Context: an optimization exercise on an open-source flow, tuned for a short achievable clock period and few clock cycles. The choices shown serve that exercise and are no tape-out recipe. In this exercise RTL edits were held to simulation tests only and were not proved equivalent to the original. Power figures rest on the tool's default switching activity, not on a simulated workload.

<file path="design.v">
module i69_core (
    input  wire        clk,
    input  wire        rst,           
    input  wire [31:0] mem_size,      
    output wire        mem_req,
    output wire        mem_we,
    output wire [31:0] mem_addr,
    output wire [7:0]  mem_wdata,
    input  wire        mem_ready,
    input  wire [7:0]  mem_rdata,
    output reg         out_valid,
    output reg  [7:0]  out_data,
    output wire        halted,
    output wire        faulted,
    output reg  [1:0]  fault_cause,   
    input  wire [3:0]  dbg_sel,
    output reg  [31:0] dbg_data
);
    localparam [1:0] F_DECODE = 2'd1,
                     F_ADDR   = 2'd2,
                     F_BOUNDS = 2'd3;
    localparam [1:0] FS_OP  = 2'd0,    
                     FS_IMM = 2'd1,    
                     FS_LD  = 2'd2,    
                     FS_ST  = 2'd3;    
    reg [7:0]  ra, rb, rc, rd, re, rf;
    reg [31:0] la, lb, lc, ptr, pc;
    reg [1:0]  fs;
    reg        run;         
    reg        hlt, flt;
    reg [31:0] ma;          
    reg [31:0] npc;         
    reg [7:0]  ir;          
    reg [2:0]  cnt;         
    reg [23:0] imm;         
    reg [7:0]  wd;          
    reg [31:0] msz;         
    reg        first;       
    reg [32:0] ea;          
    reg        ea_ok;       
    reg        eas;         
    assign mem_req   = run;
    assign mem_we    = run & (fs == FS_ST);
    assign mem_addr  = ma;
    assign mem_wdata = wd;
    assign halted    = hlt;
    assign faulted   = flt;
    wire        ma_ok  = first ? (|mem_size) : (ma < msz);
    wire [32:0] ma4    = {1'b0, ma} + 33'd4;
    wire        ma4_ok = ~first & (ma4 < {1'b0, msz});
    wire [31:0] ma1    = ma + 32'd1;
    wire [31:0] ma5    = ma + 32'd5;
    wire [7:0] add_r = ra + rb;
    wire [7:0] sub_r = ra - rb;
    wire [7:0] xor_r = ra ^ rb;
    wire       ne_r  = (ra != rb);
    wire [7:0] b  = mem_rdata;
    wire [2:0] bd = b[5:3];
    wire [2:0] bs = b[2:0];
    reg [7:0] src8;
    always @(*) begin
        case (bs)
            3'd1: src8 = ra;
            3'd2: src8 = rb;
            3'd3: src8 = rc;
            3'd4: src8 = rd;
            3'd5: src8 = re;
            3'd6: src8 = rf;
            default: src8 = 8'd0;
        endcase
    end
    reg [31:0] src32;
    always @(*) begin
        case (bs)
            3'd1: src32 = la;
            3'd2: src32 = lb;
            3'd3: src32 = lc;
            3'd4: src32 = lc;
            3'd5: src32 = ptr;
            3'd6: src32 = ma1;
            default: src32 = 32'd0;
        endcase
    end
    wire [8:0]  aptr_lo = {1'b0, ptr[7:0]} + {1'b0, b};
    wire [23:0] ptr_hi1 = ptr[31:8] + 24'd1;
    wire [31:0] aptr_r  = {aptr_lo[8] ? ptr_hi1 : ptr[31:8], aptr_lo[7:0]};
    wire [31:0] imm32 = {b, imm};
    wire        fz    = (rf == 8'd0);
    always @(*) begin
        case (dbg_sel)
            4'd0:  dbg_data = {24'd0, ra};
            4'd1:  dbg_data = {24'd0, rb};
            4'd2:  dbg_data = {24'd0, rc};
            4'd3:  dbg_data = {24'd0, rd};
            4'd4:  dbg_data = {24'd0, re};
            4'd5:  dbg_data = {24'd0, rf};
            4'd6:  dbg_data = la;
            4'd7:  dbg_data = lb;
            4'd8:  dbg_data = lc;
            4'd10: dbg_data = ptr;
            4'd11: dbg_data = pc;
            default: dbg_data = 32'd0;    
        endcase
    end
    reg        go;           
    reg [1:0]  fs_n;
    reg [31:0] ma_n;
    reg        newi;         
    reg        do_flt;
    reg [1:0]  cause_n;
    reg        do_hlt;
    reg        w8;           
    reg [2:0]  w8_d;
    reg [7:0]  w8_v;
    reg        w32;          
    reg [2:0]  w32_d;
    reg [31:0] w32_v;
    reg        wptr_a;       
    reg        do_out;
    reg        set_st;       
    reg [7:0]  wd_n;
    reg        set_npc;
    always @(*) begin
        go      = run & mem_ready;
        fs_n    = fs;
        ma_n    = ma;
        newi    = 1'b0;
        do_flt  = 1'b0;
        cause_n = 2'd0;
        do_hlt  = 1'b0;
        w8      = 1'b0;
        w8_d    = bd;
        w8_v    = src8;
        w32     = 1'b0;
        w32_d   = bd;
        w32_v   = src32;
        wptr_a  = 1'b0;
        do_out  = 1'b0;
        set_st  = 1'b0;
        wd_n    = src8;
        set_npc = 1'b0;
        case (fs)
            FS_OP: begin
                if (!ma_ok) begin
                    do_flt = 1'b1; cause_n = F_BOUNDS;
                end else if (b[7:6] == 2'b01) begin
                    if (bs == 3'd0) begin
                        fs_n = FS_IMM; ma_n = ma1;
                    end else if (bs == 3'd7) begin
                        if (eas) begin
                            go = 1'b0;                   
                        end else if (!ea_ok) begin
                            do_flt = 1'b1; cause_n = F_BOUNDS;
                        end else if (bd == 3'd0) begin
                            do_flt = 1'b1; cause_n = F_ADDR;
                        end else begin
                            fs_n = FS_LD; ma_n = ea[31:0]; set_npc = 1'b1;
                        end
                    end else if (bd == 3'd0) begin
                        do_flt = 1'b1; cause_n = F_ADDR;
                    end else if (bd == 3'd7) begin
                        if (eas) begin
                            go = 1'b0;
                        end else if (!ea_ok) begin
                            do_flt = 1'b1; cause_n = F_BOUNDS;
                        end else begin
                            fs_n = FS_ST; ma_n = ea[31:0]; set_npc = 1'b1;
                            set_st = 1'b1;
                        end
                    end else begin
                        w8 = 1'b1; ma_n = ma1; newi = 1'b1;
                    end
                end else if (b[7:6] == 2'b10) begin
                    if (bs == 3'd0) begin
                        fs_n = FS_IMM; ma_n = ma1;
                    end else if (bs == 3'd7 || bd == 3'd0 || bd == 3'd7) begin
                        do_flt = 1'b1; cause_n = F_ADDR;
                    end else if (bd == 3'd6) begin
                        ma_n = src32; newi = 1'b1;
                    end else begin
                        w32 = 1'b1; ma_n = ma1; newi = 1'b1;
                    end
                end else begin
                    case (b)
                        8'h01: do_hlt = 1'b1;
                        8'h02: begin do_out = 1'b1; ma_n = ma1; newi = 1'b1; end
                        8'h21, 8'h22: begin
                            if (ma4_ok && !(b[0] ? fz : !fz)) begin
                                ma_n = ma5; newi = 1'b1;    
                            end else begin
                                fs_n = FS_IMM; ma_n = ma1;
                            end
                        end
                        8'hC1: begin w8 = 1'b1; w8_d = 3'd6; w8_v = {7'd0, ne_r}; ma_n = ma1; newi = 1'b1; end
                        8'hC2: begin w8 = 1'b1; w8_d = 3'd1; w8_v = add_r; ma_n = ma1; newi = 1'b1; end
                        8'hC3: begin w8 = 1'b1; w8_d = 3'd1; w8_v = sub_r; ma_n = ma1; newi = 1'b1; end
                        8'hC4: begin w8 = 1'b1; w8_d = 3'd1; w8_v = xor_r; ma_n = ma1; newi = 1'b1; end
                        8'hE1: begin fs_n = FS_IMM; ma_n = ma1; end
                        default: begin do_flt = 1'b1; cause_n = F_DECODE; end
                    endcase
                end
            end
            FS_IMM: begin
                if (!ma_ok) begin
                    do_flt = 1'b1; cause_n = F_BOUNDS;
                end else if (cnt != 3'd1) begin
                    ma_n = ma1;
                end else if (ir[7:6] == 2'b01) begin
                    w8_d = ir[5:3];
                    w8_v = b;
                    wd_n = b;
                    if (ir[5:3] == 3'd0) begin
                        do_flt = 1'b1; cause_n = F_ADDR;
                    end else if (ir[5:3] == 3'd7) begin
                        if (eas) begin
                            go = 1'b0;
                        end else if (!ea_ok) begin
                            do_flt = 1'b1; cause_n = F_BOUNDS;
                        end else begin
                            fs_n = FS_ST; ma_n = ea[31:0]; set_npc = 1'b1;
                            set_st = 1'b1;
                        end
                    end else begin
                        w8 = 1'b1; fs_n = FS_OP; ma_n = ma1; newi = 1'b1;
                    end
                end else if (ir[7:6] == 2'b10) begin
                    w32_d = ir[5:3];
                    w32_v = imm32;
                    if (ir[5:3] == 3'd0 || ir[5:3] == 3'd7) begin
                        do_flt = 1'b1; cause_n = F_ADDR;
                    end else if (ir[5:3] == 3'd6) begin
                        fs_n = FS_OP; ma_n = imm32; newi = 1'b1;
                    end else begin
                        w32 = 1'b1; fs_n = FS_OP; ma_n = ma1; newi = 1'b1;
                    end
                end else if (!ir[7]) begin
                    fs_n = FS_OP; newi = 1'b1;
                    if (ir[0] ? fz : !fz) ma_n = imm32;
                    else ma_n = ma1;
                end else begin
                    wptr_a = 1'b1; fs_n = FS_OP; ma_n = ma1; newi = 1'b1;
                end
            end
            FS_LD: begin
                w8_d = ir[5:3];
                w8_v = b;
                wd_n = b;
                if (ir[5:3] == 3'd7) begin
                    fs_n = FS_ST; set_st = 1'b1;
                end else begin
                    w8 = 1'b1; fs_n = FS_OP; ma_n = npc; newi = 1'b1;
                end
            end
            default: begin    
                fs_n = FS_OP; ma_n = npc; newi = 1'b1;
            end
        endcase
    end
    wire wr_cp = go & ((w8 & (w8_d == 3'd3)) | (w32 & (w32_d == 3'd5)) | wptr_a);
    always @(posedge clk) begin
        msz <= mem_size;
        ea  <= {1'b0, ptr} + {25'd0, rc};
        ea_ok <= (({1'b0, ptr} + {25'd0, rc}) < {1'b0, msz});
        if (rst) begin
            ra <= 8'd0; rb <= 8'd0; rc <= 8'd0;
            rd <= 8'd0; re <= 8'd0; rf <= 8'd0;
            la <= 32'd0; lb <= 32'd0; lc <= 32'd0;
            ptr <= 32'd0; pc <= 32'd0;
            fs <= FS_OP; run <= 1'b1; hlt <= 1'b0; flt <= 1'b0;
            ma <= 32'd0; npc <= 32'd0; ir <= 8'd0; cnt <= 3'd0; imm <= 24'd0;
            wd <= 8'd0; first <= 1'b1; eas <= 1'b1;
            fault_cause <= 2'd0;
            out_valid <= 1'b0; out_data <= 8'd0;
        end else begin
            first     <= 1'b0;
            out_valid <= 1'b0;
            if (go) begin
                eas <= wr_cp;
                if (do_flt) begin
                    flt <= 1'b1; run <= 1'b0; fault_cause <= cause_n;
                end else if (do_hlt) begin
                    hlt <= 1'b1; run <= 1'b0; pc <= ma1;
                end else begin
                    fs <= fs_n;
                    ma <= ma_n;
                    if (newi) pc <= ma_n;
                    if (set_npc) npc <= ma1;
                    if (set_st) wd <= wd_n;
                    if (fs == FS_OP) begin
                        ir  <= b;
                        cnt <= (b[7:6] == 2'b10 || b[7:6] == 2'b00) ? 3'd4 : 3'd1;
                    end else if (fs == FS_IMM) begin
                        cnt <= cnt - 3'd1;
                        imm <= {b, imm[23:8]};
                    end
                    if (do_out) begin
                        out_valid <= 1'b1; out_data <= ra;
                    end
                    if (w8) begin
                        case (w8_d)
                            3'd1: ra <= w8_v;
                            3'd2: rb <= w8_v;
                            3'd3: rc <= w8_v;
                            3'd4: rd <= w8_v;
                            3'd5: re <= w8_v;
                            3'd6: rf <= w8_v;
                            default: ;
                        endcase
                    end
                    if (w32) begin
                        case (w32_d)
                            3'd1: la <= w32_v;
                            3'd2: lb <= w32_v;
                            3'd3, 3'd4: lc <= w32_v;
                            3'd5: ptr <= w32_v;
                            default: ;
                        endcase
                    end
                    if (wptr_a) ptr <= aptr_r;
                end
            end else begin
                eas <= 1'b0;
            end
        end
    end
endmodule
</file>
<file path="run.sh">
#!/bin/bash
# synth_recipe.tcl (not shown) runs the flow's synth.tcl, then flattens the netlist and writes it again
# the make line also repeats each setting of config.mk as NAME=value (left out here)
make -C /OpenROAD-flow-scripts/flow DESIGN_CONFIG=/design/flow/config.mk WORK_HOME=/design/flow/orfs CLKGATE_MAP_FILE= SYNTH_SCRIPT=/design/flow/synth_recipe.tcl finish
</file>
<file path="config.mk">
export PLATFORM = sky130hd
export DESIGN_NAME = i69_core
export DESIGN_NICKNAME = i69_core
export VERILOG_FILES = /design/flow/design.v
export SDC_FILE = /design/flow/constraint.sdc
export NUM_CORES = 4
export LEC_CHECK = 0
export CAP_MARGIN = 20
export CORE_MARGIN = 2
export CORE_UTILIZATION = 40
export PLACE_DENSITY = 0.6
export SLEW_MARGIN = 20
</file>
<file path="constraint.sdc">
create_clock -name core_clock -period 10.0 [get_ports {clk}]
set_input_delay 2.0000 -clock core_clock [delete_from_list [all_inputs] [get_ports {clk}]]
set_output_delay 2.0000 -clock core_clock [all_outputs]
set_load 0.01 [all_outputs]
</file>
==> results.txt, run 1 <==
- The clock tree synthesis step divided the H-tree into 2 levels.
- The maximum number of pins on one net before global-route repair is 144.
- The number of hold violations in the final report is 0.
- The number of warning messages in the yosys log is 1.
- The floorplan step defined a core boundary enclosing 0.0746 sq mm.
- In this run the worst path has a maximum fanout of 31.
- For this run, design rule violations remaining after detail routing come to 0.
- The average instance area after synthesis is 7.34 sq um.
- Clock-pin slew was measured on the worst setup and hold paths at 0.06 ns.
- Synthesis produced a netlist whose cell count is 4112.
- Once routing completed, OpenROAD measured the worst setup slack at 2.42 ns.
- The final-layout worst hold slack is 0.483 ns.
- Across every metal layer, demand over resource in global routing totals 43.8%.
- The post-cts sizing count is 0.
- The count of different cell masters after synthesis is 95.
- After detailed routing, the number of vias per cell comes to 7.01.
- The number of search-and-repair iterations in the first detailed-routing pass is 9.
- The final weighted congestion in routability-driven placement is 1.11.
- Across the run, the number of max-cap violations was 0.
- The total leakage power is 13.1 nW.
- TritonCTS built the clock tree.
- The post-synthesis instance area is 0.0302 sq mm.
- The number of antenna violations at the first check in global routing is 14.
- The number of flops mapped to enable cells by yosys is 0.
- The area overhead of the layout relative to synthesis is 14.3%.
- The total CTS buffers is 49.
- The total wire length is 177000 um.
- The I/O pin total is 134.
- The total half-perimeter wirelength after legalization and detailed placement is 129000 um.
- The number of placed instances, taps included is 5043.
- Post-CTS timing repair inserted 0 buffers for setup.
- The total of endpoints with negative setup slack in the final report is 0.
- The layout has 7723 filler cells.
- Headroom to the max-slew limit came out at 19.1%.
- The first-pass GRT wire length is 247000 um.
- The initial utilization of the core area, before any placement, comes to 40.5%.
- The sum of internal, switching and leakage power is 4.67 mW.
- The largest total area in the synthesized netlist belongs to sky130_fd_sc_hd__dfxtp_1.
- The DRC violation total after the first TritonRoute iteration is 6464.
- The number of global-route vias before repair came to 32100.
- Dividing the detail-routed wire length by the instance count gives 34.5 um.
- Setup repair after global routing left no endpoint under its margin.
- The critical path arrival is 8.10 ns.
- The clock latency reported for the late side of the worst-skew pair is 0.65 ns.
- Counting flops with an async set or reset pin after synthesis yields a share of 0%.
- The fraction of synthesized cell area taken by the top area cell type is 26.3%.
- Timing analysis after detailed placement gives a worst setup slack of 2.47 ns.
- After synthesis, the cell types taking the most area are sky130_fd_sc_hd__dfxtp_1 26%, sky130_fd_sc_hd__nor2_1 7.1%, sky130_fd_sc_hd__a21oi_1 6.0%.
- The post-route antenna net violation count is 0.
- The quantity of hold-fixing buffers added after cts is 0.
- The area enclosed by the die boundary is 0.0776 sq mm.
- The number of nets in the layout is 4313.
- The cell chosen for the clock root is sky130_fd_sc_hd__clkbuf_16.
- The floorplan step set the die width to 279 um.
- The proportion of synthesized chip area in sequential cells is 26.3%.
- The final clock period utilization by the worst path is 75.8%.
- The number of vias in the routed layout is 36000.
- The die is 279 um tall.
- The clock sink count is 396.
- The net count after synthesis is 4300.
- The standard-cell row count is 100.
- The worst supply voltage drop on vdd is 0.000120 V.
- The type of the tightest min-delay check is reg2reg.
- The final cell count without fillers is 5133.
- The largest buffer count on any clock path is 3.
- The shortest period the worst path allows is 7.58 ns.
- For this run, the top clock speed supported by timing is 132 MHz.
- The power density normalized to cell area is 135 mW/mm^2.
- The flow ran to the end and the layout has no timing, DRC or antenna violations.
- The fraction of final layout cells with drive strength greater than 1 is 8.47%.
- The clock tree skew after final layout is 0.0362 ns.
- The most common flop cell mapped by yosys is sky130_fd_sc_hd__dfxtp_1.
- The flip-flop and latch count after synthesis is 396.
- The worst setup path is of the reg2reg kind.
- For the pin with the worst max-slew slack, the measured transition is 1.20 ns.
- The data required time of the critical path is 10.53 ns.
- STA classifies the critical path endpoint as a register.
- After global routing the overflow that remains totals 0.
- Setup total negative slack on the finished layout was measured at 0 ns.
- The number of slew-limit violations in the final report is 0.
- The category of the worst setup path launch point is a register.
- The number of I/O port buffers is 133.
flip-flops by register name, indices dropped and copies added, names as in the netlist, 24 cells and up:
register,flops
lb,32
la,32
npc,32
ma,32
pc,32
imm,24
lc,32
ea,32
ptr,32
msz,32
cell usage after synthesis, drive strengths merged, types with 60 or more instances:
cell type and number:
nor3 92, a21oi 359, xnor2 73, clkbuf 310, o22ai 60, nor2 568, ha 137, dfxtp 396
o21ai 275, a211oi 80, nand2 381, mux2i 142, nand3 148, a22oi 91, inv 88
where the power goes:
group | switching (mW) | leakage [nW] | internal (mW) | total, mW
Clock | 0.802 | 0.779 | 1.07 | 1.87
Sequential | 0.0355 | 3.21 | 1.61 | 1.64
Combinational | 0.826 | 9.12 | 0.328 | 1.15
Total | 1.66 | 13.1 | 3.01 | 4.67
cell type report:
type	instances	area, sq um	area share, %
multi-input cells	3272	20700	59.9
diodes	8	20.0	0.0581
flip-flops and latches	396	7930	23.0
clock inverters	15	216	0.628
inverters	91	343	0.994
well taps	969	1210	3.52
repair buffers	315	2720	7.88
clock buffers	67	1380	4.01
layer usage:
metal / track usage [%] / wire length (um) / part of all wire [%]
met5: 0 / 93 / 0.052
met4: 23.3 / 11700 / 6.6
met3: 17.4 / 26800 / 15
met2: 60.5 / 69000 / 39
met1: 57.9 / 69600 / 39
cell usage in the layout (no fill, tap or decap), drive strengths merged, types with 23 or more instances in the layout:
cell type      count
a211oi            80
a21o              27
a21oi            359
a221o             32
a221oi            44
a222oi            23
a22oi             91
a31oi             48
and3              32
buf              184
clkbuf            68
clkdlybuf4s50    130
dfxtp            396
ha               137
inv               90
mux2              32
mux2i            142
nand2            381
nand2b            23
nand3            148
nand4             47
nor2             568
nor2b             38
nor3              92
nor4              40
o211ai            43
o21ai            275
o221ai            49
o22ai             60
xnor2             73
xor2              54
worst paths after layout:
kind / from / to / slack, ns / cells after the start
setup / recovery: ma[3]$_SDFFE_PP0P_ / pc[30]$_SDFFE_PP0P_ / 2.42 / 19
hold / removal: flt$_SDFFE_PP0P_ / flt$_SDFFE_PP0P_ / 0.48 / 2
setup reg to reg: ma[3]$_SDFFE_PP0P_ / pc[30]$_SDFFE_PP0P_ / 2.42 / 19
hold reg to reg: flt$_SDFFE_PP0P_ / flt$_SDFFE_PP0P_ / 0.48 / 2
critical path: stages (launching register included):
cell and delay, ns:
sky130_fd_sc_hd__dfxtp_1 0.81, sky130_fd_sc_hd__ha_1 0.53, sky130_fd_sc_hd__nand3_1 0.33, sky130_fd_sc_hd__nor4_2 0.94
sky130_fd_sc_hd__nand2_1 0.27, sky130_fd_sc_hd__nor2_1 0.28, sky130_fd_sc_hd__xor2_1 0.18, sky130_fd_sc_hd__ha_1 0.28
sky130_fd_sc_hd__nand4_1 0.12, sky130_fd_sc_hd__or4_1 0.18, sky130_fd_sc_hd__o2111ai_1 0.14, sky130_fd_sc_hd__nor3_1 0.30
sky130_fd_sc_hd__o21a_1 0.17, sky130_fd_sc_hd__buf_4 0.47, sky130_fd_sc_hd__nand2_1 0.38, sky130_fd_sc_hd__a221oi_1 0.62
sky130_fd_sc_hd__nor4_1 0.11, sky130_fd_sc_hd__nor2_1 0.64, sky130_fd_sc_hd__nor2_1 0.38, sky130_fd_sc_hd__a32o_1 0.30
logic make-up (layout without fill, tap and decap cells):
| kind of cell | after synthesis | count (layout) | synth area share, % |
|---|---|---|---|
| flip-flops | 396 | 396 | 26.3 |
| adder cells (fa/ha/maj) | 143 | 143 | 6.01 |
| AO/OA/AOI/OAI | 1362 | 1362 | 30.1 |
| buffers and inverters | 444 | 488 | 5.65 |
| multiplexers | 177 | 177 | 6.14 |
| other | 0 | 8 | 0 |
| AND/OR/NAND/NOR | 1463 | 1463 | 22.1 |
| XOR/XNOR | 127 | 127 | 3.69 |
through the flow:
stage | instance area (sq um) | utilization (%)
after floorplan | 30200 | -
after detailed placement | 32900 | 44.1
after global placement | 32900 | 44.1
after CTS | 34500 | 46.2
after global routing | 34500 | 46.2
final | 34500 | 46.2
Testbench counts, summed over its fixed seeds: cycles 144,009.
==> run 2, diff against run 1 <==
--- a/config.mk
+++ b/config.mk
@@ -6,7 +6,9 @@
 export NUM_CORES = 4
 export LEC_CHECK = 0
+export ABC_CLOCK_PERIOD_IN_PS = 4000
 export CAP_MARGIN = 20
 export CORE_MARGIN = 2
 export CORE_UTILIZATION = 40
 export PLACE_DENSITY = 0.6
+export SETUP_SLACK_MARGIN = 5
 export SLEW_MARGIN = 20
==> results.txt, run 2 <==
- The area overhead of the layout relative to synthesis came to 29.6% (was 14.3%).
- The number of nets in the layout is 4517 (was 4313).
- The cell count of the worst reg-to-reg path came to 15 (was 19).
- The clock tree skew after final layout is 0.0410 ns (was 0.0362 ns).
- The worst-case headroom to the max-slew limit is 12.5% (was 19.1%).
- The initial core utilization is 40.5% (unchanged).
- The final cell utilization of the core is 52.4% (was 46.2%).
- The overall overflow remaining after global route is 0 (unchanged).
- The standard-cell row count came to 100 (unchanged).
- The highest fanout seen on the critical path is 5 (was 31).
- The number of warning messages in the yosys log is 1 (unchanged).
- The cell chosen for the clock root is sky130_fd_sc_hd__clkbuf_16 (unchanged).
- The overall die width came to 279 um (unchanged).
- The TritonCTS clock tree is yes (unchanged).
- The number of global-route vias before repair is 33500 (was 32100).
- The number of flops mapped to enable cells by yosys is 0 (unchanged).
- The maximum number of pins on one net before global-route repair is 82 (was 144).
- The async set or reset register ratio after synthesis was 0% (unchanged).
- The most common flop cell mapped by yosys is sky130_fd_sc_hd__dfxtp_1 (unchanged).
- The number of hold violations in the final report is 0 (unchanged).
- The minimum setup slack among reg-to-reg paths was 4.89 ns (was 2.42 ns).
- The total wire length is 188000 um (was 177000 um).
- The gate count after technology mapping is 4112 (unchanged).
- The final weighted congestion in routability-driven placement was 1.13 (was 1.11).
- The most common cell after layout, fill and taps aside is sky130_fd_sc_hd__nor2_1 (unchanged).
- The worst-margin pin slew is 1.31 ns (was 1.20 ns).
- The final setup TNS is 0 ns (unchanged).
- The fraction of synthesized cell area taken by the top area cell type is 26.3% (unchanged).
- The total leakage power is 15.5 nW (was 13.1 nW).
- The clock transition at the registers of the reported paths came to 0.06 ns (about the same).
- The data required time of the critical path was 8.00 ns (was 10.53 ns).
- The vertical die dimension was 279 um (unchanged).
- The total of endpoints with negative setup slack in the final report is 0 (unchanged).
- The number of search-and-repair iterations in the first detailed-routing pass was 8 (was 9).
- The average routed wire per standard cell came to 35.2 um (was 34.5 um).
- The total half-perimeter wirelength after legalization and detailed placement is 127000 um (was 129000 um).
- The fraction of final layout cells with drive strength greater than 1 is 19.8% (was 8.47%).
- The largest buffer count on any clock path was 3 (unchanged).
- The post-route antenna net violation count is 0 (unchanged).
- The clock sink count was 396 (unchanged).
- The count of unresolved DRC violations after routing came to 0 (unchanged).
- The type of the tightest min-delay check is reg2reg (unchanged).
- Commonest cells in the netlist: 568 x sky130_fd_sc_hd__nor2_1, 396 x sky130_fd_sc_hd__dfxtp_1, 380 x sky130_fd_sc_hd__nand2_1, 359 x sky130_fd_sc_hd__a21oi_1, 306 x sky130_fd_sc_hd__clkbuf_1 (unchanged).
- The core outline area is 0.0746 sq mm (unchanged).
- The I/O pin total came to 134 (unchanged).
- Top area cells in the synthesized netlist: sky130_fd_sc_hd__dfxtp_1 26%, sky130_fd_sc_hd__nor2_1 7.1%, sky130_fd_sc_hd__a21oi_1 6.0% (unchanged).
- The net count after synthesis was 4300 (unchanged).
- The number of antenna violations at the first check in global routing came to 11 (was 14).
- The startpoint-to-endpoint class of the critical path is in2out (was reg2reg).
- The final clock period utilization by the worst path came to 55.4% (was 75.8%).
- The clock latency reported for the late side of the worst-skew pair came to 0.66 ns (was 0.65 ns).
- The shortest period the worst path allows is 5.54 ns (was 7.58 ns).
- The origin of the worst setup path is dbg_sel[2] (was ma[3]$_SDFFE_PP0P_).
- The deepest level of the CTS H-tree is 2 (unchanged).
- Commonest cells after routing, fill and taps aside: 539 x sky130_fd_sc_hd__nor2_1, 383 x sky130_fd_sc_hd__dfxtp_1, 354 x sky130_fd_sc_hd__a21oi_1 (was 565 x sky130_fd_sc_hd__nor2_1, 396 x sky130_fd_sc_hd__dfxtp_1, 378 x sky130_fd_sc_hd__nand2_1).
- The flip-flop and latch count after synthesis is 396 (unchanged).
- The average instance area after synthesis came to 7.34 sq um (unchanged).
- The critical path arrival is 3.54 ns (was 8.10 ns).
- The proportion of synthesized chip area in sequential cells is 26.3% (unchanged).
- The count of different cell masters after synthesis is 95 (unchanged).
- The post-synthesis instance area is 0.0302 sq mm (unchanged).
- The aggregate global-route resource usage was 45.7% (was 43.8%).
- The end point of the critical path is dbg_data[1] (was pc[30]$_SDFFE_PP0P_).
- The most common cell in the synthesized netlist is sky130_fd_sc_hd__nor2_1 (unchanged).
- The number of vias in the routed layout is 38000 (was 36000).
- The DRC violation total after the first TritonRoute iteration was 6935 (was 6464).
- The area enclosed by the die boundary is 0.0776 sq mm (unchanged).
- The total of fill cells in the finished design is 7195 (was 7723).
- The first-pass GRT wire length is 256000 um (was 247000 um).
- The sum of internal, switching and leakage power was 4.97 mW (was 4.67 mW).
- Unrepaired setup endpoints after global routing: true (was false).
- The reg-to-reg endpoint is ma[18]$_SDFFE_PP0P_ (was pc[30]$_SDFFE_PP0P_).
- The number of I/O port buffers was 133 (unchanged).
- The number of slew-limit violations in the final report is 0 (unchanged).
- The library cell occupying the most area in the post-synthesis netlist is sky130_fd_sc_hd__dfxtp_1 (unchanged).
- The worst supply voltage drop on vdd is 0.000100 V (was 0.000120 V).
- The maximum clock frequency was 181 MHz (was 132 MHz).
- The count of max-cap constraint violations came to 0 (unchanged).
- Outcome: complete, no violations (unchanged).
- The power density normalized to cell area is 127 mW/mm^2 (was 135 mW/mm^2).
- The category of the worst setup path launch point is an input pin (was register).
- The element type at the critical path end is an output port (was register).
- The startpoint of the most critical register-to-register path was ma[1]$_SDFFE_PP0P_ (was ma[3]$_SDFFE_PP0P_).
- The ratio of routed vias to standard cells is 7.10 (was 7.01).
- The total CTS buffers was 49 (unchanged).
-- run 2: how the worst min path moves through the flow --
stage,to,startpoint,cells past startpoint,slack [ns]
finish,flt$_SDFFE_PP0P_,flt$_SDFFE_PP0P_,2,0.48
global placement,re[0]$_SDFFE_PP0P_,re[0]$_SDFFE_PP0P_,2,0.46
floorplan,pc[3]$_SDFFE_PP0P_,pc[3]$_SDFFE_PP0P_,2,0.43
global route,re[0]$_SDFFE_PP0P_,re[0]$_SDFFE_PP0P_,2,0.51
detailed placement,flt$_SDFFE_PP0P_,flt$_SDFFE_PP0P_,2,0.47
CTS,re[0]$_SDFFE_PP0P_,re[0]$_SDFFE_PP0P_,2,0.48
-- run 2: report_power, final --
part / internal, mW / switching, mW / total (mW)
registers: 1.61 / 0.0506 / 1.66
clock network: 1.12 / 0.827 / 1.95
logic: 0.453 / 0.905 / 1.36
-- run 2: cell families after synthesis --
logic type | Yosys count | synth area share, %
DFF | 396 | 26.3
buffers and inverters | 444 | 5.65
muxes | 177 | 6.14
AOI/OAI and AO/OA | 1362 | 30.1
and+or+nand+nor | 1463 | 22.1
xor gates and xnor gates | 127 | 3.69
adders and majority gates | 143 | 6.01
-- run 2: cell type report --
cell class	count	area, sq um	area share, %
repair buffers	517	5570	14.2
flip-flops and latches	396	7960	20.4
clock buffers	64	1360	3.48
clock inverters	26	324	0.829
diodes	7	17.5	0.0448
inverters	91	387	0.989
multi-input cells	3274	22300	57.0
well taps	969	1210	3.10
-- run 2: metrics by stage --
step / hold slack (ns) / setup slack (ns) / instances / instance area [sq um]
2_1_floorplan: 0.431 / 4.92 / 4112 / 30600
3_3_place_gp: 0.465 / 2.70 / 5034 / 33000
3_5_place_dp: 0.469 / 2.70 / 5035 / 33100
4_1_cts: 0.480 / 4.47 / 5263 / 37400
5_1_grt: 0.507 / 4.43 / 5337 / 39100
6_report: 0.478 / 4.46 / 5344 / 39100
-- run 2: metal layers --
layer	routed length, um	vias to the layer above	track usage (%)
met5	170	-	0.938
met4	15500	14	28.3
met3	29400	877	19.5
met2	73200	3295	63.3
met1	69600	18000	57.9
li1	-	15700	-
-- run 2: worst max-delay path, stage by stage --
cell	delay, ns
sky130_fd_sc_hd__buf_8	0.08
sky130_fd_sc_hd__buf_12	0.11
sky130_fd_sc_hd__nand2b_4	0.16
sky130_fd_sc_hd__nor3_4	0.06
sky130_fd_sc_hd__buf_6	0.15
sky130_fd_sc_hd__buf_4	0.15
sky130_fd_sc_hd__a222oi_1	0.31
sky130_fd_sc_hd__nand2_1	0.12
sky130_fd_sc_hd__nor2_1	0.13
sky130_fd_sc_hd__o21ai_2	0.10
sky130_fd_sc_hd__buf_2	0.16
-- run 2: timing repair --
item,CTS,global route
resized for setup,461,244
gates cloned,17,10
hold buffers,0,0
setup endpoints to repair,362,322
buffers inserted,121,64
pin swaps,79,91
hold endpoints to repair,0,0

afterwards: timing with drivers on the ports:
The flow's constraints put no driver on any port. The routed layouts listed below were extracted and timed again, unchanged, in two steps. Step 1, drivers: a clkbuf_16 drives clk and a buf_2 each remaining input, both assumed. Step 2 adds t to the input delays and takes it off the output delays; t is the mean of the earliest and latest rising clock arrival at the registers after step 1. Input paths then give back, and output paths get back, about the clock's delay inside the block. Three values: no drivers, after step 1, after step 2; two values: the first two.
run | t, ns | slack for setup (ns) | latest minus earliest clock arrival (ns) | worst register clock-pin slew, ns | worst data-port slew with drivers (ns)
run 1 | 0.700 | 2.423 / 2.423 / 2.095 | 0.037 / 0.036 | 0.07 / 0.07 | 0.05
run 2 | 0.702 | 4.463 / 4.414 / 4.243 | 0.041 / 0.041 | 0.07 / 0.07 | 0.06
After both steps setup and hold are still met in every run listed. The setup slack of run 1, which loses most, moves by 0.000 ns with the drivers and by -0.328 ns with both steps.
